Background: an optimization exercise with open tools, aiming at small area. Do not read the settings as production practice. Only simulation tests tie the RTL to the original design; equivalence was not proved. Power is estimated from default activity; no workload was simulated.

== fjord ==
Design cf2_blframer, start of the top module:
module cf2_blframer (
    input  wire        clk,
    input  wire        rst,           
    input  wire        boot_stay,
    input  wire [31:0] app_word,
    input  wire        rx_valid,
    input  wire [7:0]  rx_data,
    output wire        rx_ready,
    output reg         tx_valid,
    output reg  [7:0]  tx_data,
    input  wire        tx_ready,
    output wire        stg_we,
    output wire        stg_re,
    output wire [13:0] stg_addr,
    output wire [7:0]  stg_wdata,
    input  wire [7:0]  stg_rdata,
    output wire        fc_we,
    output reg  [1:0]  fc_reg,
    output wire [31:0] fc_addr,
    output reg  [31:0] fc_wdata,
    input  wire        fc_busy,
    output wire        diag_valid,
    output wire [1:0]  diag_code,
    output wire        idle,
    output wire        app_mode,
    output wire        fault
);
Size in the first run: about 2000 cells after synthesis, ~0.024 mm² of cells after synthesis.
Settings: LEC_CHECK=0, CAP_MARGIN=20, CORE_MARGIN=2, CORE_UTILIZATION=60, PLACE_DENSITY=0.85, SLEW_MARGIN=20; clock period 8.0 ns.
standard.sh (not shown) runs the stock make flow with config.mk's settings and CLKGATE_MAP_FILE= SYNTH_SCRIPT=/design/flow/synth_recipe.tcl, a recipe that flattens the netlist after the stock synthesis.
==> flow/flow/run.sh <==
#!/bin/bash
# The standard layout with three changes to how it is made:
#  - synthesis maps logic with an area-oriented ABC script (the yosys script
#    and its register mapping are unchanged; only abc_speed.script differs);
#  - the port buffers use the smallest buffer cell;
#  - CTS builds the tree from clkbuf_4 cells, 11 sinks per leaf buffer,
#    and inserts no dummy loads.
set -euo pipefail
rm -rf scripts_area
cp -r "$FLOW_HOME/scripts" scripts_area
cp flow/abc_area_map.script scripts_area/abc_speed.script
bash standard.sh synth "SCRIPTS_DIR=$PWD/scripts_area" > synth.log 2>&1
bash standard.sh finish \
  "BUFFER_PORTS_ARGS=-buffer_cell sky130_fd_sc_hd__buf_1" \
  "CTS_ARGS=-sink_clustering_enable -repair_clock_nets -sink_clustering_size 11 -sink_clustering_max_diameter 40 -dont_use_dummy_load -buf_list sky130_fd_sc_hd__clkbuf_4" \
  > finish.log 2>&1
==> flow/flow/abc_area_map.script <==
strash
dch -f
amap
mfs2
strash
dch -f
amap
topo
stime -c
Edits applied to the flow inputs when going from fjord to harbor:
- CORE_UTILIZATION now 40, was 60
- PLACE_DENSITY now 0.6, was 0.85
diff --git a/flow/flow/run.sh b/flow/flow/run.sh
--- a/flow/flow/run.sh
+++ b/flow/flow/run.sh
@@ -14,3 +14,3 @@
   "BUFFER_PORTS_ARGS=-buffer_cell sky130_fd_sc_hd__buf_1" \
-  "CTS_ARGS=-sink_clustering_enable -repair_clock_nets -sink_clustering_size 11 -sink_clustering_max_diameter 40 -dont_use_dummy_load -buf_list sky130_fd_sc_hd__clkbuf_4" \
+  "CTS_ARGS=-sink_clustering_enable -repair_clock_nets -sink_clustering_size 10 -sink_clustering_max_diameter 40 -dont_use_dummy_load -buf_list sky130_fd_sc_hd__clkbuf_4" \
   > finish.log 2>&1
- Changes observed in harbor relative to fjord: area after synthesis now sits at about the same level, well-tap cell count grew by 257.
- Compared with fjord, harbor shows a register-to-register slack that is 0.12 ns lower.
- Reported for fjord and harbor, number of buffers inserted for hold repair after clock tree synthesis turned out identical to the last digit.
- Between fjord and harbor, the post-placement setup slack is lower for harbor.
- Against fjord, harbor comes in 0.0033 ns lower on final critical delay including setup and external delays.
- Compared with fjord, the router placed fewer vias in harbor.
- Looking at reported net switching power across fjord and harbor, the one that comes out lower is fjord.
- Compare fjord and harbor | cell count lower: fjord
- As far as sequential power is concerned, fjord and harbor perform about the same.
Modified inputs, pepper compared to harbor
diff --git a/flow/flow/run.sh b/flow/flow/run.sh
--- a/flow/flow/run.sh
+++ b/flow/flow/run.sh
@@ -14,3 +14,3 @@
   "BUFFER_PORTS_ARGS=-buffer_cell sky130_fd_sc_hd__buf_1" \
-  "CTS_ARGS=-sink_clustering_enable -repair_clock_nets -sink_clustering_size 10 -sink_clustering_max_diameter 40 -dont_use_dummy_load -buf_list sky130_fd_sc_hd__clkbuf_4" \
+  "CTS_ARGS=-sink_clustering_enable -repair_clock_nets -sink_clustering_size 11 -sink_clustering_max_diameter 35 -dont_use_dummy_load -buf_list sky130_fd_sc_hd__clkbuf_4" \
   > finish.log 2>&1
Findings:
pepper: no failed stages, no open violations at the end
The run showing the smaller final cycle utilization of the critical path is harbor.
Compared with harbor, in pepper arrival time of data at the critical path endpoint increased by 0.02 ns relative to the old numbers; clock tree buffer count of the final layout moved down; signed area change from the synthesized netlist to the final layout about even; relative slew slack moved down.
Compared harbor against pepper; total design power within noise.
Looking only at number of detailed-routing iterations run before antenna repair, and setting everything else aside, the higher value of harbor and pepper goes to harbor.

cf2_blframer, a different RTL version from the one above (not shown whole).
Size in the first run: about 2000 cells after synthesis, roughly 880 flip-flops, ~160 I/O pins, roughly 0.025 mm² of cells after synthesis.
clock: 8.0 ns
lec_check: 0
cap_margin: 20
core_margin: 2
core_utilization: 40
place_density: 0.6
slew_margin: 20
==> flow/flow/run.sh <==
#!/bin/bash
# The standard layout with three changes to how it is made:
#  - synthesis maps logic with an area-oriented ABC script (the yosys script
#    and its register mapping are unchanged; only abc_speed.script differs);
#  - the port buffers use the smallest buffer cell;
#  - CTS clusters 30 sinks per leaf buffer and inserts no dummy loads.
set -euo pipefail
rm -rf scripts_area
cp -r "$FLOW_HOME/scripts" scripts_area
cp flow/abc_area_map.script scripts_area/abc_speed.script
bash standard.sh synth "SCRIPTS_DIR=$PWD/scripts_area" > synth.log 2>&1
bash standard.sh finish \
  "BUFFER_PORTS_ARGS=-buffer_cell sky130_fd_sc_hd__buf_1" \
  "CTS_ARGS=-sink_clustering_enable -repair_clock_nets -sink_clustering_size 20 -sink_clustering_max_diameter 50 -dont_use_dummy_load -buf_list sky130_fd_sc_hd__clkbuf_8" \
  > finish.log 2>&1
Scripts as last shown in full above: flow/flow/abc_area_map.script
The starting point passed the timing, DRC and antenna checks.
Then changed:
--- a/flow/flow/run.sh
+++ b/flow/flow/run.sh
@@ -13,3 +13,3 @@
   "BUFFER_PORTS_ARGS=-buffer_cell sky130_fd_sc_hd__buf_1" \
-  "CTS_ARGS=-sink_clustering_enable -repair_clock_nets -sink_clustering_size 20 -sink_clustering_max_diameter 50 -dont_use_dummy_load -buf_list sky130_fd_sc_hd__clkbuf_8" \
+  "CTS_ARGS=-sink_clustering_enable -repair_clock_nets -sink_clustering_size 30 -sink_clustering_max_diameter 60 -dont_use_dummy_load" \
   > finish.log 2>&1
=> The new run finished with timing, DRC and antenna clean; critical path depth does not change; final area rose by 0.95%; worst setup slack improved by 0.16 ns; utilization rose by 0.42 points; wire length fell by 0.38%; total power rose by 3.7%; clock power rose by 17%.

==> separate check: timing with driven ports <==
No port has a modelled driver above. Below, the same layouts with a new extraction and two added sets of constraints.
Step 1 sets driving cells, clkbuf_16 on the clock port and buf_2 on the other inputs (assumed; they add their load-dependent delay and slew).
Step 2, shift: input delay + t, output delay - t, t = (earliest + latest rising clock arrival at the registers) / 2. This alone moves slack from input paths to output paths.
Three values: ideal, step 1, step 2; two values: the first two.
| run | t, ns | setup WS [ns] | hold WS [ns] | worst register clock-pin slew, ns |
|---|---|---|---|---|
| fjord | 0.826 | 1.656 / 1.609 / 2.406 | 0.288 / 0.288 / 0.288 | 0.12 / 0.12 |
| harbor | 0.892 | 1.660 / 1.607 / 2.287 | 0.284 / 0.284 / 0.284 | 0.11 / 0.11 |
| pepper | 0.877 | 1.638 / 1.586 / 2.280 | 0.278 / 0.278 / 0.278 | 0.12 / 0.12 |
| the first run of note 2 | 0.707 | 1.507 / 1.453 / 2.041 | 0.262 / 0.262 / 0.262 | 0.12 / 0.12 |
| the second run of note 2 | 0.630 | 1.662 / 1.605 / 2.086 | 0.291 / 0.291 / 0.291 | 0.11 / 0.11 |
After both steps setup and hold are still met in every run listed.
